This design comes from an exercise in tuning for small area on the open sky130 flow, not from production work.
In this exercise RTL edits were held to simulation tests only and were not proved equivalent to the original.
The clock port is modelled as an ideal driver; clocking choices that lean on that would not hold on a real chip.
Power figures rest on the tool's default switching activity, not on a simulated workload.

`flow/abc_3.script`:
```
strash
&get -n
&st
&deepsyn -J 50 -S 3
&st
&dch -f
&nf -a -p
&st
&dch -f
&nf -a -p
&put
topo
dnsize -c
```
`flow/multi_abc.tcl`:
```
# Sourced by the own synthesis script (flow/run.sh): maps the logic with each
# ABC script flow/abc_*.script in turn and keeps the netlist of least cell area.
# Registers are mapped before this step, so every candidate has the same ones.
proc multi_abc {scripts} {
  global lib_args lib_dont_use_args
  design -save multi_abc_pre
  set best_area 1e30
  set best ""
  foreach scr $scripts {
    design -load multi_abc_pre
    abc -script $scr {*}$lib_args {*}$lib_dont_use_args -constr $::env(OBJECTS_DIR)/abc.constr
    set f $::env(OBJECTS_DIR)/multi_abc_stat.txt
    tee -q -o $f stat {*}$lib_args
    set fh [open $f r]
    set txt [read $fh]
    close $fh
    set area 1e30
    regexp {Chip area for module[^:]*:\s*([0-9.]+)} $txt -> area
    puts "multi_abc: $scr area $area"
    if {$area < $best_area} {
      set best_area $area
      set best $scr
      design -save multi_abc_best
    }
  }
  design -load multi_abc_best
  puts "multi_abc: kept $best area $best_area"
}
```
`design.v`:
```
module pwm16 (
    input  wire        clk,
    input  wire        rst,
    input  wire        bus_we,
    input  wire        bus_re,
    input  wire [7:0]  bus_addr,
    input  wire [31:0] bus_wdata,
    output wire [31:0] bus_rdata,
    output wire [5:0]  pin_out,
    output wire [5:0]  pin_oe
);
    reg [15:0] ncnt;          
    reg [1:0]  mode;
    reg        init_done;
    reg [3:0]  st;            
    reg        kw, kx, ks;    
    reg [15:0] code;
    reg [15:0] enc_c;         
    reg        enc_v;         
    reg        qres;
    reg [15:0] ocrp0, ocrp1;  
    reg [7:0]  ocrh0, ocrh1;  
    reg [7:0]  ocrl0, ocrl1;  
    reg [5:0]  dir, lvl, com;
    reg [17:0] rdata;
    assign bus_rdata = {14'd0, rdata};
    function lemaj16(input [15:0] nx, input [15:0] y);
        integer i;
        reg r;
        begin
            r = nx[0] | y[0];
            for (i = 1; i < 16; i = i + 1)
                r = (nx[i] & y[i]) | (nx[i] & r) | (y[i] & r);
            lemaj16 = r;
        end
    endfunction
    function lemaj8(input [7:0] nx, input [7:0] y);
        integer i;
        reg r;
        begin
            r = nx[0] | y[0];
            for (i = 1; i < 8; i = i + 1)
                r = (nx[i] & y[i]) | (nx[i] & r) | (y[i] & r);
            lemaj8 = r;
        end
    endfunction
    function [16:0] inc16(input [15:0] x, input ci);
        integer i;
        reg c;
        begin
            c = ci;
            for (i = 0; i < 16; i = i + 1) begin
                inc16[i] = x[i] ^ c;
                c = c & x[i];
            end
            inc16[16] = c;
        end
    endfunction
    function [15:0] dec16(input [15:0] x, input bi);
        integer i;
        reg b;
        begin
            b = bi;
            for (i = 0; i < 16; i = i + 1) begin
                dec16[i] = x[i] ^ b;
                b = b & ~x[i];
            end
        end
    endfunction
    function [7:0] dec8(input [7:0] x, input bi);
        integer i;
        reg b;
        begin
            b = bi;
            for (i = 0; i < 8; i = i + 1) begin
                dec8[i] = x[i] ^ b;
                b = b & ~x[i];
            end
        end
    endfunction
    wire busy    = |st;
    wire rev     = mode[0];               
    wire in_init = |mode & ~init_done;    
    wire init_run = in_init & (st == 4'd3 || st == 4'd4 || st == 4'd5 || st == 4'd8);
    wire halt    = in_init & (st == 4'd6 || st == 4'd7);
    wire clr     = in_init & (st == 4'd6);
    wire pri_cfg = init_done | (in_init & (st >= 4'd3));
    wire aux1_cfg = mode[1] & (init_done | (in_init & (st >= 4'd4)));
    wire aux2_cfg = mode[1] & (init_done | (in_init & (st >= 4'd5)));
    wire [3:0] op   = bus_wdata[31:28];
    wire z27_19 = ~|bus_wdata[27:19];
    wire z27_18 = z27_19 & ~bus_wdata[18];
    wire z17_16 = ~|bus_wdata[17:16];
    wire z15_0  = ~|bus_wdata[15:0];
    wire o_init = (op == 4'd1) & z27_18 & z15_0 & ~z17_16 & ~|mode;
    wire o_wr   = (op == 4'd2) & z27_18 & init_done & (bus_wdata[17] | mode[1]);
    wire o_enc  = (op == 4'd3) & z27_18 & z17_16;
    wire o_ish  = (op == 4'd4) & z27_19 & z15_0 & ~&bus_wdata[17:16];
    wire start  = bus_we & (bus_addr == 8'h00) & ~busy & (o_init | o_wr | o_enc | o_ish);
    wire ish_q  = (bus_wdata[17:16] == 2'd0) ^ (mode == 2'b11) ^ bus_wdata[18];
    wire c_lo_ff = &code[7:0];
    wire c_on    = c_lo_ff & (&code[15:8]);
    wire c_off   = ~|code;
    wire c_hz    = ~|code[15:8];
    wire v_h0    = c_hz & ~c_lo_ff & ~c_off;
    wire v_l0    = c_lo_ff & ~c_on;
    wire v_nrm   = ~c_on & ~c_off & ~v_h0 & ~v_l0;
    wire wp = ~in_init & kw & kx;
    wire wa = ~in_init & kw & ~kx;
    wire s1 = (st == 4'd1), s2 = (st == 4'd2), s3 = (st == 4'd3), s4 = (st == 4'd4);
    wire s5 = (st == 4'd5), s6 = (st == 4'd6), s7 = (st == 4'd7), s8 = (st == 4'd8);
    wire s9 = (st == 4'd9), s10 = (st == 4'd10), s11 = (st == 4'd11);
    wire enc_step = ~in_init & ~kw & ~kx & s1;
    wire ish_step = ~in_init & ~kw & kx & s1;
    wire last = in_init ? s8 :
                ~kw     ? s1 :
                kx      ? (s3 | (s2 & (c_on | c_off))) :
                (c_on & s4) | (c_off & s9) | ((v_h0 | v_l0) & s11) | (v_nrm & s6);
    wire h_static = wa & (((c_on | c_off | v_h0) & s3) | (v_l0 & s5));
    wire h_static_com = wa & (c_on | c_off | v_h0) & s3;
    wire com_hide = wa & v_l0 & (s6 | s7 | s8);
    wire l_static = wa & (((c_on | c_off) & s4) | (v_h0 & s6) | (v_l0 & s3));
    wire st_v     = c_on;
    wire l_setlvl = wa & ((c_off & s8) | ((v_h0 | v_l0) & s7));
    wire h_com1   = wa & ((v_nrm & s3) | (v_l0 & s9));
    wire l_com1   = wa & ((v_nrm & s4) | (v_h0 & s10));
    wire h_ocr    = wa & ((v_nrm & s5) | (v_l0 & s11));
    wire l_ocr    = wa & ((v_nrm & s6) | (v_h0 & s11));
    wire h_dir    = wa & s1;
    wire l_dir    = wa & s2;
    wire p_dir    = wp & s1;
    wire p_static = wp & s2 & (c_on | c_off);
    wire p_com1   = wp & s2 & ~(c_on | c_off);
    wire p_ocr    = wp & s3;
    wire [5:0] hmask = rev ? {4'b0000, ks, ~ks} : {ks, ~ks, 4'b0000};
    wire [5:0] lmask = rev ? {ks, ~ks, 4'b0000} : {4'b0000, ks, ~ks};
    wire [5:0] pmask = {2'b00, ks, ~ks, 2'b00};
    wire cp0 = lemaj16(ncnt, ocrp0);
    wire cp1 = lemaj16(ncnt, ocrp1);
    wire ch0 = lemaj8(ncnt[15:8], ocrh0);
    wire ch1 = lemaj8(ncnt[15:8], ocrh1);
    wire cl0 = ~lemaj8(ncnt[7:0], ocrl0);
    wire cl1 = ~lemaj8(ncnt[7:0], ocrl1);
    wire [5:0] wave = {rev ? cl1 : ch1, rev ? cl0 : ch0, cp1, cp0,
                       rev ? ch1 : cl1, rev ? ch0 : cl0};
    wire [5:0] comv = com & ~({6{com_hide}} & hmask);
    wire [5:0] pout = dir & ((comv & wave) | (~comv & lvl));
    assign pin_out = pout;
    assign pin_oe  = dir;
    wire [8:0] a = {bus_re & ~rst, bus_addr};
    wire rd_hold = ~bus_re & ~rst;
    wire a04 = a == 9'h104, a08 = a == 9'h108, a0c = a == 9'h10C, a10 = a == 9'h110;
    wire a20 = a == 9'h120, a24 = a == 9'h124, a28 = a == 9'h128, a2c = a == 9'h12C, a34 = a == 9'h134;
    wire a40 = a == 9'h140, a44 = a == 9'h144, a48 = a == 9'h148, a4c = a == 9'h14C, a50 = a == 9'h150;
    wire a60 = a == 9'h160, a64 = a == 9'h164, a68 = a == 9'h168, a6c = a == 9'h16C, a74 = a == 9'h174;
    wire a80 = a == 9'h180, a84 = a == 9'h184;
    wire post = init_done & mode[1];
    wire pre  = in_init & mode[1];
    wire [15:0] cnt = ~ncnt;
    wire [1:0] a1pre = {cnt[1] & cnt[0], cnt[1] & ~cnt[0]};
    wire       a2pre = cnt[1] & cnt[0];
    wire sel_h0 = rev ? a24 : a64;
    wire sel_h1 = rev ? a28 : a68;
    wire sel_l0 = rev ? a64 : a24;
    wire sel_l1 = rev ? a68 : a28;
    wire sel_clo = a4c | (post & (rev ? (a34 | a6c) : (a2c | a74)));
    wire sel_chi = post & (rev ? a2c : a6c);
    wire sel_a1 = pre & (rev ? a34 : a2c);
    wire sel_a2 = pre & (rev ? a6c : a74);
    wire        enc_zero = ~|enc_c;
    wire [16:0] enc_inc  = inc16(enc_c, 1'b1);
    wire [17:0] rd =
        ({18{a04}} & {12'd0, (st == 4'd1 && !init_done) ? 2'b00 : mode, 2'b00, init_done, busy}) |
        ({18{a08}} & {enc_inc[16], enc_v & enc_zero, enc_inc[15:1], enc_inc[0] & ~enc_zero}) |
        ({18{a0c}} & {17'd0, qres}) |
        ({18{a10}} & {16'd0, halt, halt}) |
        ({18{a20}} & {6'd0, comv[1], comv[1] & ~rev, comv[0], comv[0] & ~rev, 2'b00,
                      aux1_cfg & rev, aux1_cfg & ~rev, 3'b000, aux1_cfg}) |
        ({18{a40}} & {6'd0, com[3], 1'b0, com[2], 1'b0, 3'b000, pri_cfg, 2'b00, pri_cfg, 1'b0}) |
        ({18{a60}} & {6'd0, comv[5], comv[5] & rev, comv[4], comv[4] & rev, 2'b00,
                      aux2_cfg & ~rev, aux2_cfg & rev, 3'b000, aux2_cfg}) |
        ({18{sel_h0}} & {10'd0, ocrh0}) |
        ({18{sel_h1}} & {10'd0, ocrh1}) |
        ({18{sel_l0}} & {10'd0, ocrl0}) |
        ({18{sel_l1}} & {10'd0, ocrl1}) |
        ({18{a44}} & {2'd0, ocrp0}) |
        ({18{a48}} & {2'd0, ocrp1}) |
        ({18{a4c}} & {2'd0, cnt[15:8], 8'd0}) |
        ({18{sel_clo}} & {10'd0, cnt[7:0]}) |
        ({18{sel_chi}} & {10'd0, cnt[15:8]}) |
        ({18{sel_a1}} & {16'd0, a1pre}) |
        ({18{sel_a2}} & {17'd0, a2pre}) |
        ({18{a50}} & {2'd0, {16{pri_cfg}}}) |
        ({18{a80}} & {4'd0, lvl, 2'b00, dir}) |
        ({18{a84}} & {4'd0, dir, 2'b00, pout}) |
        ({18{rd_hold}} & rdata);
    wire        nr     = ~rst;
    wire [15:0] dec_c  = dec16(ncnt, init_run | init_done);
    wire [7:0] h_m1 = dec8(code[15:8], ~c_lo_ff);
    wire wp0 = nr & p_ocr & ~ks, wp1 = nr & p_ocr & ks;
    wire wh0 = nr & h_ocr & ~ks, wh1 = nr & h_ocr & ks;
    wire wl0 = nr & l_ocr & ~ks, wl1 = nr & l_ocr & ks;
    wire we_enc = nr & enc_step, ke_enc = nr & ~enc_step;
    wire kp0 = nr & ~(p_ocr & ~ks), kp1 = nr & ~(p_ocr & ks);
    wire kh0 = nr & ~(h_ocr & ~ks), kh1 = nr & ~(h_ocr & ks);
    wire kl0 = nr & ~(l_ocr & ~ks), kl1 = nr & ~(l_ocr & ks);
    always @(posedge clk) begin
        ncnt <= dec_c | {16{rst | clr}};
        rdata <= rd;
        enc_c <= ({16{we_enc}} & code) | ({16{ke_enc}} & enc_c);
        enc_v <= we_enc | (ke_enc & enc_v);
        ocrp0 <= ({16{wp0}} & code) | ({16{kp0}} & ocrp0);
        ocrp1 <= ({16{wp1}} & code) | ({16{kp1}} & ocrp1);
        ocrh0 <= ({8{wh0}} & h_m1) | ({8{kh0}} & ocrh0);
        ocrh1 <= ({8{wh1}} & h_m1) | ({8{kh1}} & ocrh1);
        ocrl0 <= ({8{wl0}} & code[7:0]) | ({8{kl0}} & ocrl0);
        ocrl1 <= ({8{wl1}} & code[7:0]) | ({8{kl1}} & ocrl1);
    end
    always @(posedge clk) begin
        if (!busy) begin
            code <= bus_wdata[15:0];
            kw   <= op == 4'd2;
            kx   <= (op == 4'd2) ? bus_wdata[17] : (op == 4'd4);
            ks   <= (op == 4'd4) ? ish_q : bus_wdata[16];
        end
    end
    always @(posedge clk) begin
        if (rst) begin
            mode <= 2'b00; init_done <= 1'b0; st <= 4'd0;
            qres <= 1'b0;
            dir <= 6'd0; lvl <= 6'd0; com <= 6'd0;
        end else begin
            if (start) begin
                st <= 4'd1;
                if (op == 4'd1)
                    mode <= bus_wdata[17:16];
            end else if (busy) begin
                if (last)
                    st <= 4'd0;
                else if (in_init & s2 & ~mode[1])
                    st <= 4'd5;
                else
                    st <= st + 4'd1;
            end
            if (in_init & s8)
                init_done <= 1'b1;
            if (ish_step)
                qres <= ks;
            dir <= dir | ({6{h_dir}} & hmask) | ({6{l_dir}} & lmask) | ({6{p_dir}} & pmask);
            lvl <= (lvl & ~({6{h_static}} & hmask) & ~({6{l_static | l_setlvl}} & lmask)
                        & ~({6{p_static}} & pmask))
                 | ({6{h_static & st_v}} & hmask)
                 | ({6{(l_static & st_v) | l_setlvl}} & lmask)
                 | ({6{p_static & st_v}} & pmask);
            com <= (com & ~({6{h_static_com | h_com1}} & hmask) & ~({6{l_static | l_com1}} & lmask)
                        & ~({6{p_static | p_com1}} & pmask))
                 | ({6{h_com1}} & hmask)
                 | ({6{l_com1}} & lmask)
                 | ({6{p_com1}} & pmask);
        end
    end
endmodule
```
`flow/abc_2.script`:
```
strash
&get -n
&st
&deepsyn -J 50
&st
&dch -f
&nf -a
&st
&dch -f
&nf -a
&st
&dch -f
&nf -a
&put
topo
dnsize -c
```
`flow/abc_1.script`:
```
strash
&get -n
&st
&deepsyn -J 50
&st
&dch -f
&nf -a -p
&st
&dch -f
&nf -a -p
&put
topo
dnsize -c
```
`standard.sh`:
```
#!/bin/bash
# synth_recipe.tcl (not shown) runs the flow's synth.tcl, then flattens the netlist and writes it again
# the make line also repeats each setting of config.mk as NAME=value (left out here)
make -C /OpenROAD-flow-scripts/flow DESIGN_CONFIG=/design/flow/config.mk WORK_HOME=/design/flow/orfs CLKGATE_MAP_FILE= SYNTH_SCRIPT=/design/flow/synth_recipe.tcl "${@:-finish}"
```
`flow/cts_args`:
```
-sink_clustering_enable -repair_clock_nets -dont_use_dummy_load -sink_clustering_size 30 -buf_list sky130_fd_sc_hd__clkbuf_8
```
`flow/clk_downsize.tcl`:
```
proc clk_pin_max_slew {} {
  set mx 0
  foreach pin [get_pins -hierarchical */CLK] {
    foreach rf {rise fall} {
      set s [get_property $pin slew_max_$rf]
      if {$s > $mx} {set mx $s}
    }
  }
  return $mx
}
set clk_slew_target 0.108
set_propagated_clock [all_clocks]
estimate_parasitics -placement
set base [clk_pin_max_slew]
puts "clock downsize: start max clock-pin slew $base"
# leaf buffers first, the root buffer (clkbuf_0_*) last
set insts {}
set roots {}
foreach inst [[ord::get_db_block] getInsts] {
  set n [$inst getName]
  if {[string match "clkbuf_0_*" $n]} { lappend roots $n } elseif {[string match "clkbuf_*" $n]} { lappend insts $n }
}
set insts [concat [lsort $insts] $roots]
foreach name $insts {
  set inst [get_cells $name]
  set orig [get_property $inst ref_name]
  foreach cand {sky130_fd_sc_hd__clkbuf_1 sky130_fd_sc_hd__clkbuf_2 sky130_fd_sc_hd__clkbuf_4} {
    if {$cand == $orig} break
    replace_cell $inst $cand
    estimate_parasitics -placement
    set s [clk_pin_max_slew]
    if {$s <= [expr max($clk_slew_target, $base)]} {
      puts "clock downsize: $name $orig -> $cand (max slew $s)"
      set orig ""
      break
    }
    replace_cell $inst $orig
  }
  if {$orig != ""} { replace_cell $inst $orig }
}
estimate_parasitics -placement
puts "clock downsize: end max clock-pin slew [clk_pin_max_slew]"
```
`flow/abc_4.script`:
```
strash
&get -n
&st
&deepsyn -J 50 -S 9
&st
&dch -f
&nf -a
&st
&dch -f
&nf -a
&st
&dch -f
&nf -a
&put
topo
dnsize -c
```
`config.mk`:
```
export PLATFORM = sky130hd
export DESIGN_NAME = pwm16
export DESIGN_NICKNAME = pwm16
export VERILOG_FILES = /design/flow/design.v
export SDC_FILE = /design/flow/constraint.sdc
export NUM_CORES = 4
export LEC_CHECK = 0
export CAP_MARGIN = 20
export CORE_MARGIN = 2
export CORE_UTILIZATION = 40
export PLACE_DENSITY = 0.6
export SLEW_MARGIN = 20
```
`constraint.sdc`:
```
create_clock -name core_clock -period 12.0 [get_ports {clk}]
set_input_delay 2.4000 -clock core_clock [delete_from_list [all_inputs] [get_ports {clk}]]
set_output_delay 2.4000 -clock core_clock [all_outputs]
set_load 0.01 [all_outputs]
```
`flow/run.sh`:
```
#!/bin/bash
# Own layout flow: the standard ORFS flow (standard.sh) with these changes:
#  - synthesis is the standard flow's own script, except that ABC maps the logic with each
#    area-oriented script flow/abc_*.script and the smallest result is kept
#    (flow/multi_abc.tcl; registers are mapped before ABC and are the same as
#    in the standard synthesis);
#  - every input and output port is buffered with sky130_fd_sc_hd__buf_1;
#  - clock tree synthesis takes its arguments from flow/cts_args (no dummy loads);
#  - no buffers are inserted for outputs driven by a constant (SYNTH_INSBUF=0);
#  - adders are left to ABC (ADDER_MAP_FILE empty) instead of half-adder cells;
#  - after clock tree synthesis, flow/clk_downsize.tcl swaps clock buffers for
#    smaller ones while every flip-flop clock pin stays under 108 ps of slew (estimated);
#  - the constant-0 outputs share one tie cell (SKIP_REPAIR_TIE_FANOUT=1).
# Each tool's output stays in orfs/logs/...; make's own output is in flow_make.log.
set -euo pipefail
W=$(pwd)
# ORFS synth.tcl with ABC's mapping replaced by flow/multi_abc.tcl
awk -v dir="$W/flow" '
  /log_cmd abc \{\*\}\$abc_args/ {
    print "  source " dir "/multi_abc.tcl"
    print "  multi_abc [lsort [glob " dir "/abc_*.script]]"
    next
  }
  { print }' "$FLOW_HOME/scripts/synth.tcl" > "$W/own_synth_body.tcl"
grep -q "multi_abc \[" "$W/own_synth_body.tcl"
# The standard flow's synthesis script, sourcing the copy above
sed "s#\$::env(SCRIPTS_DIR)/synth.tcl#$W/own_synth_body.tcl#" synth_recipe.tcl > "$W/own_synth.tcl"
grep -q "own_synth_body.tcl" "$W/own_synth.tcl"
CTS_ARGS=$(tr '\n' ' ' < "$W/flow/cts_args")
bash standard.sh SYNTH_SCRIPT="$W/own_synth.tcl" \
  "BUFFER_PORTS_ARGS=-buffer_cell sky130_fd_sc_hd__buf_1" "CTS_ARGS=$CTS_ARGS" SYNTH_INSBUF=0 ADDER_MAP_FILE= \
  POST_CTS_TCL="$W/flow/clk_downsize.tcl" SKIP_REPAIR_TIE_FANOUT=1 finish > "$W/flow_make.log" 2>&1
test -s out/final.def
```
==> run notes, run 1 <==
result of the run finished clean; post-route minimum period 5.94 ns; clock net sink count 160; element type at the critical path start flop; max capacitance violation total 0; CP max FO 10; aggregate negative setup slack 0 ns; distinct cell type count after synthesis 55; fin area 8520 sq um; commonest non-fill, non-tap cells in the layout sky130_fd_sc_hd__dfxtp_1 (141), sky130_fd_sc_hd__nand2_1 (100), sky130_fd_sc_hd__nor2_1 (86); clock tree from TritonCTS built; worst slew pin tran 1.02 ns; netlist area before placement 7670 sq um; cell area after placement 8340 sq um; area overhead of the layout relative to synthesis 11.2%; placeable core area 18,800 sq um; antenna violation net count after detailed routing 0; clock-pin slew of the registers on the worst-case setup and hold paths 0.09 ns; overall via count from detail_route 8,137; number of antenna violations at the first check in global routing 0; worst reg2reg startpoint st[1]; synthesized flop and latch total 160; CP max-delay cell sky130_fd_sc_hd__nor3b_1; detailed-router iteration count before antenna repair 7; total congestion overflow 0; global-route wire length before repair 45.2 mm; overall global routing resource usage 30.2%; count of yosys warnings during synthesis 1; unrepaired setup endpoints after global routing no; Highest Clock Rate 168 MHz; vias in the first global route 7,211; final worst slack 6.06 ns; R2R Path End ncnt[15]; Cell Chain, Critical Path nor2_1 -> nor2_1 -> nor3b_1 -> nand2_1 -> a21oi_1 -> nand2_1 -> o21ai_0 -> a21oi_1 -> nor2b_1 -> buf_1; sequential standard cell area 3390 sq um; critical path capture point type output port; filler instances 1,927; Register-to-Register Path Depth 11; required time worst endpoint 9.60 ns; fraction of the cycle the final worst path needs 49.5%; final count of pins violating max slew 0; Via-to-Cell Ratio 6.70; placed wire-length estimate 22.7 mm; share of post-route cells with drive strength above 1 3.36%; Final Wtd Congestion 0.981; number of rows created at floorplan 50; DR WL/cell 25.2 um; worst clock skew on the final layout 0.0428 ns; syn_nets 925; leading cell type in the layout, fill and taps excluded sky130_fd_sc_hd__dfxtp_1; footprint of the multi-input gates 4260 sq um; hold path start rdata[16]; Residual DRC 0; number of flops mapped to enable cells by yosys 19; share of flip-flops with an asynchronous set or reset 0%; tightest slew margin relative to the limit 31.8%; Overall Power 0.000859 W; worst min path class reg2reg; horizontal extent of the die 142 um; number of setup violations in the final report 0; Initial Utilization 40.8%; Arr. time, crit path 3.54 ns; post-synthesis sequential area ratio 44.3%; top_reg_cell synth sky130_fd_sc_hd__dfxtp_1; Skew-Pair Late Insertion Delay 0.47 ns; Bufs and invs on worst path 1; slowest cell delay on critical path 0.76 ns; synthesized area per cell 8.70 sq um; largest net degree at the start of global routing 31; Leak Pwr 2.87 nW; Fin Hold WS 0.473 ns; Max VDD drop 0.0000571 V; number of standard cells after synthesis 881; type of the worst setup path reg2out; diode count 0; final WL 30.6 mm; Fin. Hold Viols 0; height of the chip 142 um; post-placement worst setup slack 6.62 ns; top-level port count 88; area enclosed by the die boundary 20,300 sq um; DRC violation total after the first TritonRoute iteration 1,179; Hold Path Sink rdata[16]; count of nets after finishing 1,027; count of cells along the worst hold path 2; setup slack, reg-to-reg 7.40 ns; crit-path leading delay family simple AND/OR/NAND/NOR gates; IO buf count 73; PD cells 101 nW/um^2
==> cells in the mapped netlist (7+ instances only) <==
cell type	n	share of area, %
sky130_fd_sc_hd__o22ai_1	26	2.1
sky130_fd_sc_hd__xnor2_1	10	1.1
sky130_fd_sc_hd__dfxtp_1	141	37
sky130_fd_sc_hd__nor2_1	88	4.3
sky130_fd_sc_hd__nor3_1	21	1.4
sky130_fd_sc_hd__clkinv_1	13	0.64
sky130_fd_sc_hd__o21ai_0	80	5.2
sky130_fd_sc_hd__nand3_1	32	2.1
sky130_fd_sc_hd__edfxtp_1	19	7.4
sky130_fd_sc_hd__or2_0	7	0.57
sky130_fd_sc_hd__a221oi_1	16	1.8
sky130_fd_sc_hd__and3_1	11	0.90
sky130_fd_sc_hd__a222oi_1	10	1.3
sky130_fd_sc_hd__nor2b_1	8	0.65
sky130_fd_sc_hd__and2_0	12	0.98
sky130_fd_sc_hd__a22o_1	75	8.6
sky130_fd_sc_hd__a21oi_1	60	3.9
sky130_fd_sc_hd__nand4_1	12	0.98
sky130_fd_sc_hd__nand2_1	100	4.9
sky130_fd_sc_hd__a22oi_1	21	2.1
sky130_fd_sc_hd__nor4_1	15	1.2
==> worst register-to-register path, cell delays in order (launching register included) <==
cell and delay, ns:
sky130_fd_sc_hd__dfxtp_1 0.53, sky130_fd_sc_hd__or4b_1 0.63, sky130_fd_sc_hd__o31ai_1 0.12, sky130_fd_sc_hd__a21oi_1 0.26
sky130_fd_sc_hd__nor4_1 0.57, sky130_fd_sc_hd__or4b_1 0.56, sky130_fd_sc_hd__or3_1 0.43, sky130_fd_sc_hd__or3_1 0.41
sky130_fd_sc_hd__or4_1 0.51, sky130_fd_sc_hd__nor3_1 0.26, sky130_fd_sc_hd__xnor2_1 0.16, sky130_fd_sc_hd__nand2_1 0.06
==> cells by family after synthesis <==
| logic type | count (synthesis) | synth area share, % |
|---|---|---|
| buf+inv | 13 | 0.637 |
| other cells | 1 | 0.0489 |
| mux | 1 | 0.147 |
| xor+xnor | 15 | 1.71 |
| simple gates | 335 | 20.8 |
| flops | 160 | 44.3 |
| compound gates | 356 | 32.4 |
==> flip-flops by register name, summed over array words and instances, names as in the netlist, 16 cells and up <==
signal and count:
enc_c 16, ocrp1 16, ncnt 16, code 16, rdata 18, ocrp0 16
==> report_power, final <==
part | switching, W | leakage [nW] | total, W | internal [W]
clock network | 0.000172 | 0.0985 | 0.000264 | 0.0000923
registers | 0.0000121 | 1.34 | 0.000556 | 0.000544
logic | 0.0000289 | 1.43 | 0.0000389 | 0.0000100
total | 0.000213 | 2.87 | 0.000859 | 0.000646
==> metal layers <==
layer | wire [um] | vias up | share of wire [%] | track usage, %
met4 | 1110 | 0 | 3.6 | 12.5
li1 | - | 3669 | - | -
met2 | 13100 | 524 | 43 | 44.8
met1 | 13000 | 3863 | 43 | 42.5
met3 | 3410 | 81 | 11 | 6.49
met5 | 0 | - | 0 | 0
==> metrics by stage <==
step           util, %  instances
6_report          45.4       1215
5_1_grt           45.4       1215
3_5_place_dp      44.4       1198
3_3_place_gp      44.4       1198
2_1_floorplan        -        881
==> how the worst max path moves through the flow <==
stage | startpoint | slack [ns] | cells after the start | endpoint
finish | mode[1] | 6.06 | 10 | pin_out[0]
global route | mode[1] | 5.68 | 10 | pin_out[0]
detailed placement | mode[1] | 6.62 | 11 | pin_out[5]
global placement | mode[1] | 6.72 | 11 | pin_out[5]
floorplan | mode[0] | 7.16 | 10 | pin_out[1]
==> layout make-up <==
class,instances,area share [%]
inverters,13,0.573
repair buffers,83,4.10
multi-input cells,708,50.0
flip-flops and latches,160,39.8
well taps,234,3.44
clock buffers,17,2.06
==> run 2: changes to the inputs <==
--- a/config.mk
+++ b/config.mk
@@ -7,6 +7,6 @@
 export LEC_CHECK = 0
 export CAP_MARGIN = 20
 export CORE_MARGIN = 2
-export CORE_UTILIZATION = 40
-export PLACE_DENSITY = 0.6
+export CORE_UTILIZATION = 52
+export PLACE_DENSITY = 0.7
 export SLEW_MARGIN = 20
==> run 2 against run 1 <==
Still clean on timing, DRC and antenna. Clock-buffer cell count stayed put. Fmax is 0.18% higher. Die area is 22% lower. Via count is 0.43% higher. Critical path depth stayed put. Largest power group unchanged. Highest routed layer unchanged.
==> run notes, run 2 <==
vias in the first global route 7,176 (-0.49%); horizontal extent of the die 125 um (-12%); final count of pins violating max slew 0 (unchanged); placeable core area 14,500 sq um (-23%); CP max FO 10 (unchanged); area enclosed by the die boundary 15,700 sq um (-22%); synthesized flop and latch total 160 (unchanged); diode count 0 (unchanged); Via-to-Cell Ratio 7.00 (+4.6%); Residual DRC 0 (unchanged); element type at the critical path start flop; DRC violation total after the first TritonRoute iteration 1,401 (+19%); placed wire-length estimate 21.6 mm (-4.9%); number of flops mapped to enable cells by yosys 19 (unchanged); Initial Utilization 52.9% (+12 points); syn_nets 925 (unchanged); proportion of total power due to net switching 24.7% (about the same); DR WL/cell 24.7 um (-2.0%); total congestion overflow 0 (unchanged); worst slew pin tran 1.08 ns (+0.0614 ns); area overhead of the layout relative to synthesis 10.3%; clock net sink count 160 (unchanged); leading cell type in the layout, fill and taps excluded sky130_fd_sc_hd__dfxtp_1; height of the chip 125 um (-12%); result of the run finished clean; crit-path leading delay family simple AND/OR/NAND/NOR gates; distinct cell type count after synthesis 55 (unchanged); unrepaired setup endpoints after global routing no; overall global routing resource usage 35.9% (+5.8 points); number of rows created at floorplan 44 (-12%); number of antenna violations at the first check in global routing 0 (unchanged); post-route minimum period 5.93 ns (-0.0105 ns); share of total power in sequential cells 64.4% (-0.3 points); netlist area before placement 7670 sq um (unchanged); part of the power in the clock network 31.2% (+0.5 points); post-synthesis sequential area ratio 44.3% (unchanged); top cells by instance count after synthesis sky130_fd_sc_hd__dfxtp_1 (141), sky130_fd_sc_hd__nand2_1 (100), sky130_fd_sc_hd__nor2_1 (88), sky130_fd_sc_hd__o21ai_0 (80), sky130_fd_sc_hd__a22o_1 (75); required time worst endpoint 9.60 ns (about the same); count of placed standard cells in the final layout, fillers left out 1,167 (-4.0%); type of the worst setup path reg2out; filler instances 1,357 (-30%); Highest Clock Rate 169 MHz (+0.18%); max capacitance violation total 0 (unchanged); clock tree from TritonCTS built; critical path capture point type output port; Skew-Pair Late Insertion Delay 0.46 ns (about the same); Largest register FFs 18 (unchanged); IO buf count 73 (unchanged); most frequent CP cell sky130_fd_sc_hd__nor2_1; combinational fraction of design power 4.4% (about the same); aggregate negative setup slack 0 ns (unchanged); footprint of the multi-input gates 4250 sq um (-0.41%); share of flip-flops with an asynchronous set or reset 0% (unchanged); Final Wtd Congestion 1.01 (+3.2%); top-level port count 88 (unchanged); number of standard cells after synthesis 881 (unchanged); Arr. time, crit path 3.53 ns (about the same); Leak Pwr 2.87 nW (about the same); worst min path class reg2reg; PD cells 102 nW/um^2 (+0.97%); CP max-delay cell sky130_fd_sc_hd__nor3b_1; main area contributors after synthesis sky130_fd_sc_hd__dfxtp_1 (37%), sky130_fd_sc_hd__a22o_1 (8.6%), sky130_fd_sc_hd__edfxtp_1 (7.4%), sky130_fd_sc_hd__o21ai_0 (5.2%), sky130_fd_sc_hd__nand2_1 (4.9%); Power Internal 0.000648 W (+0.26%); leading cell type by number of instances after synthesis sky130_fd_sc_hd__dfxtp_1; synthesized area per cell 8.70 sq um (unchanged); count of nets after finishing 1,029 (+0.19%); largest net degree at the start of global routing 31 (unchanged); commonest non-fill, non-tap cells in the layout sky130_fd_sc_hd__dfxtp_1 (141), sky130_fd_sc_hd__nand2_1 (100), sky130_fd_sc_hd__nor2_1 (88); sequential standard cell area 3390 sq um (unchanged); Bufs and invs on worst path 1 (unchanged); share of post-route cells with drive strength above 1 3.36% (-0.0068 points); slowest cell delay on critical path 0.79 ns (+0.03 ns); final WL 28.8 mm (-5.9%); number of setup violations in the final report 0 (unchanged); top_reg_cell synth sky130_fd_sc_hd__dfxtp_1; area fraction of the dominant cell type after synthesis 36.8% (unchanged); global-route wire length before repair 43.2 mm (-4.4%); Max VDD drop 0.0000732 V (+28%); overall via count from detail_route 8,172 (+0.43%); fraction of the cycle the final worst path needs 49.4% (-0.087 points); cell taking the most area after synthesis sky130_fd_sc_hd__dfxtp_1; antenna violation net count after detailed routing 0 (unchanged); worst clock skew on the final layout 0.0355 ns (-0.00733 ns); Cell Chain, Critical Path nor2_1 -> nor2_1 -> nor3b_1 -> nand2_1 -> a21oi_1 -> and2_0 -> a21boi_0 -> o21ai_0 -> nor2b_1 -> buf_1; detailed-router iteration count before antenna repair 6 (-1); Fin. Hold Viols 0 (unchanged); tightest slew margin relative to the limit 27.6% (-4.1 points); count of yosys warnings during synthesis 1 (unchanged); top register by number of flip-flops rdata; DP Cell Count 1,150 (-4.0%); switching power summed over all nets 0.000213 W (+0.14%); clock-pin slew of the registers on the worst-case setup and hold paths 0.11 ns (+0.02 ns)
[run 2: path summary, 6_finish.rpt]
path	from	end	slack (ns)	depth (start not counted)
min reg2reg	rdata[17]	rdata[17]	0.47	2
max reg2reg	st[1]	ncnt[15]	7.32	11
min	rdata[17]	rdata[17]	0.47	2
max	mode[1]	pin_out[5]	6.07	10
[run 2: logic make-up after synthesis]
kind of cell / synth area share [%]
flip-flops: 44.3
buffers and inverters: 0.637
multiplexers: 0.147
AO/OA/AOI/OAI: 32.4
XOR/XNOR: 1.71
AND/OR/NAND/NOR: 20.8
other: 0.0489
[run 2: cell type report]
cell class	instances	share of cell area [%]
tap	184	2.72
clock buffer	17	2.10
sequential	160	40.1
timing repair buffer	85	4.30
multi-input combinational	708	50.2
inverter	13	0.577
[run 2: power groups by stage]
stage	combinational, W	clock [W]	sequential [W]
after floorplan	0.0000177	0	0.000561
after global placement	0.0000367	0	0.000566
after detailed placement	0.0000369	0	0.000566
after global routing	0.0000413	0.000286	0.000554
final	0.0000383	0.000268	0.000554
[run 2: stage by stage]
step / hold WS (ns) / power [W] / area (sq um) / util (%) / setup slack [ns]
floorplan: 0.435 / 0.000579 / 7670 / - / 7.16
global placement: 0.437 / 0.000602 / 8280 / 57.2 / 6.73
detailed placement: 0.448 / 0.000603 / 8280 / 57.2 / 6.65
finish: 0.470 / 0.000861 / 8460 / 58.4 / 6.07
global route: 0.505 / 0.000881 / 8460 / 58.4 / 5.72
[run 2: worst reg2reg max path, cell delays in order, from the launching register on]
cell                      delay, ns
sky130_fd_sc_hd__dfxtp_1       0.53
sky130_fd_sc_hd__or4b_1        0.64
sky130_fd_sc_hd__o31ai_1       0.14
sky130_fd_sc_hd__a21oi_1       0.26
sky130_fd_sc_hd__nor4_1        0.58
sky130_fd_sc_hd__or4b_1        0.56
sky130_fd_sc_hd__or3_1         0.45
sky130_fd_sc_hd__or3_1         0.42
sky130_fd_sc_hd__or4_1         0.50
sky130_fd_sc_hd__nor3_1        0.25
sky130_fd_sc_hd__xnor2_1       0.15
sky130_fd_sc_hd__nand2_1       0.06
[run 2: routing by layer]
layer / wire, um / track usage, % / up-vias
met1: 11700 / 50.7 / 3788
met5: 0 / 0 / -
met4: 1180 / 14.4 / 0
met2: 12400 / 52.3 / 619
met3: 3520 / 9.71 / 92
li1: - / - / 3673
==> run 3: changes to the inputs <==
==> flow/abc_5.script (new file) <==
strash
&get -n
&st
&deepsyn -J 50
&st
&dch -f
&nf -a
&st
&dch -f
&nf -a
&put
topo
dnsize -c
==> flow/abc_6.script (new file) <==
strash
&get -n
&st
&deepsyn -J 50 -S 5
&st
&dch -f
&nf -a -p
&st
&dch -f
&nf -a -p
&put
topo
dnsize -c
==> run 3 against run 2 <==
Clock skew grew 0.0012 ns. Clock-buffer cell count unchanged. Final cell count fell by 1.1%. Synthesized cell count down 1.4%. Sequential share of layout area is 0.24 points higher. Die area decreased by 0.19%. Register-to-register slack worse by 0.02 ns. Design area down 0.59%. Wire length up 4.0%. Global-route usage increased by 1.7 points. Synthesized area fell by 0.20%. Critical path type unchanged. Critical endpoint is now pin_out[2]. Largest cell class unchanged. Largest power group unchanged.
==> run notes, run 3 <==
worst clock skew on the final layout 0.0367 ns (+0.00118 ns); largest net degree at the start of global routing 26 (-16%); synthesized area per cell 8.80 sq um (+1.2%); placed wire-length estimate 22.5 mm (+4.3%); Leak Pwr 2.87 nW (+0.14%); count of yosys warnings during synthesis 1 (unchanged); type of the worst setup path reg2out; horizontal extent of the die 125 um (about the same); main area contributors after synthesis sky130_fd_sc_hd__dfxtp_1 (37%), sky130_fd_sc_hd__a22o_1 (7.9%), sky130_fd_sc_hd__edfxtp_1 (7.5%), sky130_fd_sc_hd__nand2_1 (5.2%), sky130_fd_sc_hd__o21ai_0 (5.0%); clock-pin slew of the registers on the worst-case setup and hold paths 0.10 ns (about the same); Largest register FFs 18 (unchanged); element type at the critical path start flop; count of nets after finishing 1,016 (-1.3%); Max VDD drop 0.0000788 V (+7.6%); number of setup violations in the final report 0 (unchanged); global-route wire length before repair 45.0 mm (+4.1%); CP max-delay cell sky130_fd_sc_hd__dfxtp_1; leading cell type by number of instances after synthesis sky130_fd_sc_hd__dfxtp_1; setup slack, reg-to-reg 7.30 ns (-0.02 ns); slowest cell delay on critical path 0.61 ns (-0.18 ns); number of rows created at floorplan 44 (unchanged); worst slew pin tran 1.03 ns (-0.0471 ns); filler instances 1,361 (+0.29%); Cell Chain, Critical Path a211o_1 -> a222oi_1 -> o21ai_0 -> o21ai_0 -> a21oi_1 -> o22ai_1 -> a21oi_1 -> o22ai_1 -> a21oi_1 -> o21ai_0 -> a31oi_1 -> buf_1; number of flops mapped to enable cells by yosys 19 (unchanged); Final Wtd Congestion 1.00 (-0.94%); required time worst endpoint 9.60 ns (about the same); cell taking the most area after synthesis sky130_fd_sc_hd__dfxtp_1; top cells by instance count after synthesis sky130_fd_sc_hd__dfxtp_1 (141), sky130_fd_sc_hd__nand2_1 (105), sky130_fd_sc_hd__nor2_1 (81), sky130_fd_sc_hd__o21ai_0 (76), sky130_fd_sc_hd__a22o_1 (69); Via-to-Cell Ratio 7.13 (+1.8%); Skew-Pair Late Insertion Delay 0.45 ns (about the same); count of cells along the worst hold path 1 (-1); top_reg_cell synth sky130_fd_sc_hd__dfxtp_1; share of flip-flops with an asynchronous set or reset 0% (unchanged); Residual DRC 0 (unchanged); CP max FO 13 (+3); clock net sink count 160 (unchanged); critical path capture point type output port; worst reg2reg startpoint st[3]; tightest slew margin relative to the limit 30.8% (+3.2 points); leading cell type in the layout, fill and taps excluded sky130_fd_sc_hd__dfxtp_1; share of post-route cells with drive strength above 1 3.09% (-0.26 points); distinct cell type count after synthesis 53 (-3.6%); antenna violation net count after detailed routing 0 (unchanged); placeable core area 14,500 sq um (unchanged); Fin. Hold Viols 0 (unchanged); number of antenna violations at the first check in global routing 0 (unchanged); Hold Path Sink rdata[16]; total congestion overflow 0 (unchanged); netlist area before placement 7650 sq um (-0.20%); overall via count from detail_route 8,223 (+0.62%); vias in the first global route 7,316 (+2.0%); post-route minimum period 5.69 ns (-0.240 ns); hold path start rdata[16]; R2R Path End ncnt[15]; syn_nets 913 (-1.3%); Fin Hold WS 0.498 ns (+0.0279 ns); final WL 30.0 mm (+4.0%); area overhead of the layout relative to synthesis 9.91%; area enclosed by the die boundary 15,700 sq um (-0.19%); Layout Utilization 58.1% (-0.35 points); fraction of the cycle the final worst path needs 47.4% (-2.0 points); number of standard cells after synthesis 869 (-1.4%); detailed-router iteration count before antenna repair 6 (unchanged); clock tree from TritonCTS built; result of the run finished clean; top register by number of flip-flops rdata; post-synthesis sequential area ratio 44.3% (+0.087 points); Arr. time, crit path 3.29 ns (-0.24 ns); overall global routing resource usage 37.6% (+1.7 points); commonest non-fill, non-tap cells in the layout sky130_fd_sc_hd__dfxtp_1 (141), sky130_fd_sc_hd__nand2_1 (105), sky130_fd_sc_hd__nor2_1 (79); height of the chip 125 um (about the same); top-level port count 88 (unchanged); IO buf count 73 (unchanged); final count of pins violating max slew 0 (unchanged); Highest Clock Rate 176 MHz (+4.2%); diode count 0 (unchanged); max capacitance violation total 0 (unchanged); DR WL/cell 26.0 um (+5.2%); Initial Utilization 52.8% (-0.10 points); DRC violation total after the first TritonRoute iteration 1,347 (-3.9%); unrepaired setup endpoints after global routing no; area fraction of the dominant cell type after synthesis 36.9% (+0.072 points); aggregate negative setup slack 0 ns (unchanged); worst min path class reg2reg; synthesized flop and latch total 160 (unchanged); PD cells 101 nW/um^2 (-0.60%); Register-to-Register Path Depth 12 (+1)
## run 3: worst max path at each step
stage	startpoint	endpoint	slack, ns	cells past startpoint
floorplan	mode[0]	pin_out[4]	7.53	9
global placement	rst	rdata[1]	6.67	10
detailed placement	rst	rdata[1]	6.63	10
global route	ncnt[1]	pin_out[2]	6.10	12
finish	ncnt[1]	pin_out[2]	6.31	12
## run 3: logic make-up (layout without fill, tap and decap cells)
logic type | Yosys count | after routing | synth area share, %
other | 1 | 1 | 0.0490
flip-flops | 160 | 160 | 44.4
buffers and inverters | 9 | 110 | 0.442
XOR/XNOR | 14 | 14 | 1.60
AND/OR/NAND/NOR | 335 | 335 | 21.2
multiplexers | 2 | 2 | 0.262
AO/OA/AOI/OAI | 348 | 348 | 32.1
## run 3: through the flow
stage               instance area (sq um)  cells  power [W]  setup WS, ns
floorplan                            7650    869   0.000579          7.53
global placement                     8230   1136   0.000602          6.67
detailed placement                   8240   1137   0.000602          6.63
global route                         8410   1154   0.000877          6.10
finish                               8410   1154   0.000851          6.31
## run 3: power breakdown
| part | switching (W) | internal, W |
|---|---|---|
| logic | 0.0000285 | 0.0000102 |
| registers | 0.00000904 | 0.000544 |
| clock network | 0.000170 | 0.0000891 |
## run 3: area by class of cell
cell class	instances	area (sq um)	area share, %
clock buffers	17	169	2.01
inverters	9	33.8	0.402
multi-input cells	700	4230	50.3
flip-flops and latches	160	3390	40.4
well taps	184	230	2.74
repair buffers	84	354	4.21
## run 3: critical path: cells and delay by family (launching register included)
family / cells / cell delay [ns]
AOI/OAI and AO/OA: 11 / 2.05
buffers and inverters: 1 / 0.19
DFF: 1 / 0.61
## run 3: layer usage
layer / track usage [%] / routed length (um) / vias up
li1: - / - / 3659
met1: 53.9 / 12400 / 3884
met2: 55.3 / 12600 / 595
met3: 8.43 / 3570 / 85
met4: 14.7 / 1330 / 0
met5: 0 / 0 / -
==> run 4: changes to the inputs <==
--- a/config.mk
+++ b/config.mk
@@ -5,8 +5,8 @@
 export SDC_FILE = /design/flow/constraint.sdc
 export NUM_CORES = 4
 export LEC_CHECK = 0
-export CAP_MARGIN = 20
+export CAP_MARGIN = 0
 export CORE_MARGIN = 2
 export CORE_UTILIZATION = 52
 export PLACE_DENSITY = 0.7
-export SLEW_MARGIN = 20
+export SLEW_MARGIN = 0
==> run 4 against run 3 <==
Clock skew hardly changed. Sequential cell count stayed put. First-iteration DRC count is 2.7% higher. Combinational power hardly changed. Global-route usage is 0.18 points lower. Largest cell class unchanged. Synthesized area stayed put. Critical path type unchanged. Wire length is 1.1% lower.
==> run notes, run 4 <==
vias in the first global route 7,314 (-0.027%); combinational family with the most area after synthesis compound AO/OA/AOI/OAI gates; count of yosys warnings during synthesis 1 (unchanged); number of standard cells after synthesis 869 (unchanged); distinct cell type count after synthesis 53 (unchanged); CP max FO 9 (-4); number of antenna violations at the first check in global routing 0 (unchanged); largest net degree at the start of global routing 26 (unchanged); synthesized area per cell 8.80 sq um (unchanged); commonest non-fill, non-tap cells in the layout sky130_fd_sc_hd__dfxtp_1 (141), sky130_fd_sc_hd__nand2_1 (105), sky130_fd_sc_hd__nor2_1 (80); post-synthesis sequential area ratio 44.3% (unchanged); area enclosed by the die boundary 15,700 sq um (unchanged); post-synthesis share of cell area spent on xor and xnor gates 1.60% (unchanged); Leak Pwr 2.87 nW (about the same); total congestion overflow 0 (unchanged); Skew-Pair Late Insertion Delay 0.45 ns (about the same); global-route wire length before repair 44.9 mm (-0.23%); adder and majority gate portion of the synthesized area 0% (unchanged); netlist area before placement 7650 sq um (unchanged); Via-to-Cell Ratio 7.06 (-0.89%); cell taking the most area after synthesis sky130_fd_sc_hd__dfxtp_1; post-route minimum period 5.89 ns (+0.198 ns); final count of pins violating max slew 0 (unchanged); horizontal extent of the die 125 um (unchanged); clock tree from TritonCTS built; share of post-route cells with drive strength above 1 2.89% (-0.20 points); Final Wtd Congestion 1.00 (unchanged); overall global routing resource usage 37.4% (-0.18 points); overall via count from detail_route 8,143 (-0.97%); leading cell type by number of instances after synthesis sky130_fd_sc_hd__dfxtp_1; detailed-router iteration count before antenna repair 7 (+1); Residual DRC 0 (unchanged); DR WL/cell 25.7 um (-1.0%); post-synthesis share of cell area spent on and, or, nand and nor gates 21.2% (unchanged); top_reg_cell synth sky130_fd_sc_hd__dfxtp_1; height of the chip 125 um (unchanged); antenna violation net count after detailed routing 0 (unchanged); result of the run finished clean; PD cells 102 nW/um^2 (+0.90%); top cells by instance count after synthesis sky130_fd_sc_hd__dfxtp_1 (141), sky130_fd_sc_hd__nand2_1 (105), sky130_fd_sc_hd__nor2_1 (81), sky130_fd_sc_hd__o21ai_0 (76), sky130_fd_sc_hd__a22o_1 (69); share of flip-flops with an asynchronous set or reset 0% (unchanged); number of rows created at floorplan 44 (unchanged); IO buf count 73 (unchanged); synthesized flop and latch total 160 (unchanged); element type at the critical path start flop; DP Cell Count 1,136 (-0.088%); tightest slew margin relative to the limit 17.5% (-13 points); main area contributors after synthesis sky130_fd_sc_hd__dfxtp_1 (37%), sky130_fd_sc_hd__a22o_1 (7.9%), sky130_fd_sc_hd__edfxtp_1 (7.5%), sky130_fd_sc_hd__nand2_1 (5.2%), sky130_fd_sc_hd__o21ai_0 (5.0%); fraction of the cycle the final worst path needs 49.1% (+1.7 points); Initial Utilization 52.8% (unchanged); sequential standard cell area 3390 sq um (unchanged); count of placed standard cells in the final layout, fillers left out 1,153 (-0.087%); met3 layer usage reported by global route 7.23% (-1.2 points); worst slew pin tran 1.23 ns (+0.194 ns); multiplexer share of the synthesized area 0.262% (unchanged); area fraction of the dominant cell type after synthesis 36.9% (unchanged); worst clock skew on the final layout 0.0366 ns (-0.0000634 ns); clock-pin slew of the registers on the worst-case setup and hold paths 0.09 ns (about the same); Max VDD drop 0.0000849 V (+7.7%); max capacitance violation total 0 (unchanged); placeable core area 14,500 sq um (unchanged); number of setup violations in the final report 0 (unchanged); Largest register FFs 18 (unchanged); DRC violation total after the first TritonRoute iteration 1,383 (+2.7%); share of the synthesized area in compound gates (AO/OA/AOI/OAI) 32.1% (unchanged); post-placement worst setup slack 6.63 ns (-0.000490 ns); met1 usage 54.3% (+0.40 points); Fin Hold WS 0.498 ns (+0.000436 ns); Arr. time, crit path 3.49 ns (+0.20 ns); Highest Clock Rate 170 MHz (-3.4%); diode count 0 (unchanged); number of flops mapped to enable cells by yosys 19 (unchanged); syn_nets 913 (unchanged); routing layer with the top usage in global route met2; leading cell type in the layout, fill and taps excluded sky130_fd_sc_hd__dfxtp_1; filler instances 1,362 (+0.073%); met2 GRT Util 55.3% (-0.064 points); required time worst endpoint 9.60 ns (about the same); footprint of the multi-input gates 4230 sq um (about the same); count of nets after finishing 1,015 (-0.098%); top-level port count 88 (unchanged); critical path capture point type output port; clock net sink count 160 (unchanged); final worst slack 6.11 ns (-0.198 ns); top register by number of flip-flops rdata; type of the worst setup path reg2out; final WL 29.6 mm (-1.1%); worst min path class reg2reg; unrepaired setup endpoints after global routing no; area overhead of the layout relative to synthesis 9.93% (about the same); Fin. Hold Viols 0 (unchanged); placed wire-length estimate 22.4 mm (-0.29%); aggregate negative setup slack 0 ns (unchanged)
## run 4: cell counts after synthesis
No cell type changed its count.
## run 4: where the power goes
part	internal, W	switching (W)
clock	0.0000942	0.000173
combinational	0.0000102	0.0000284
sequential	0.000544	0.00000915
## run 4: logic make-up after synthesis
family | count (synthesis)
AOI/OAI and AO/OA | 348
xor gates and xnor gates | 14
and+or+nand+nor | 335
buffers and inverters | 9
other | 1
muxes | 2
DFF | 160
## run 4: area by class of cell
cell class	count	share of cell area, %
flip-flops and latches	160	40.3
clock buffers	17	2.11
multi-input cells	700	50.3
inverters	9	0.402
repair buffers	83	4.15
well taps	184	2.74
## run 4: routing by layer
metal	share of wire (%)	wire [um]
met4	4.0	1170
met3	11	3180
met1	42	12600
met5	0	0
met2	43	12700
## run 4: path summary, 6_finish.rpt
| check | to | cells past startpoint | slack [ns] | start |
|---|---|---|---|---|
| hold / removal | rdata[17] | 1 | 0.50 | rdata[17] |
| setup / recovery | pin_out[4] | 8 | 6.11 | code[6] |
| hold reg to reg | rdata[17] | 1 | 0.50 | rdata[17] |
| setup reg to reg | ncnt[15] | 12 | 7.26 | st[3] |
## run 4: through the flow
stage	total power (W)	area, sq um	utilization [%]
after floorplan	0.000579	7650	-
after global placement	0.000602	8230	56.9
after detailed placement	0.000602	8230	56.9
after global routing	0.000882	8410	58.1
final	0.000859	8410	58.1
## run 4: critical path: stages, from the launching register on
cell and delay (ns):
sky130_fd_sc_hd__edfxtp_1 0.55, sky130_fd_sc_hd__nand4_1 0.21, sky130_fd_sc_hd__nor3_1 1.02, sky130_fd_sc_hd__nand3_1 0.24, sky130_fd_sc_hd__o21ai_0 0.35, sky130_fd_sc_hd__o32a_1 0.20, sky130_fd_sc_hd__o21ai_0 0.15, sky130_fd_sc_hd__nor2b_1 0.18
sky130_fd_sc_hd__buf_1 0.16

separate check: timing with driven ports:
Ports are ideal in the flow. The routed layouts listed here were re-timed in OpenROAD. Step 1: set_driving_cell puts a clkbuf_16 on clk and a buf_2 on each other input, an assumption about the parent block. Step 2, shift: input delay + t, output delay - t, t = (earliest + latest rising clock arrival at the registers) / 2. This alone moves slack from input paths to output paths. Slacks: ideal / step 1 / step 2; pairs: ideal / step 1.
run	t (ns)	slack for setup (ns)	worst data-port slew with drivers (ns)	pins driven straight from the clock port
run 1	0.491	6.056 / 6.016 / 6.507	0.05	1
run 2	0.485	6.066 / 6.028 / 6.512	0.04	1
run 3	0.471	6.307 / 6.266 / 6.431	0.04	1
run 4	0.471	6.108 / 6.070 / 6.525	0.04	1
After both steps setup and hold are still met in every run listed.
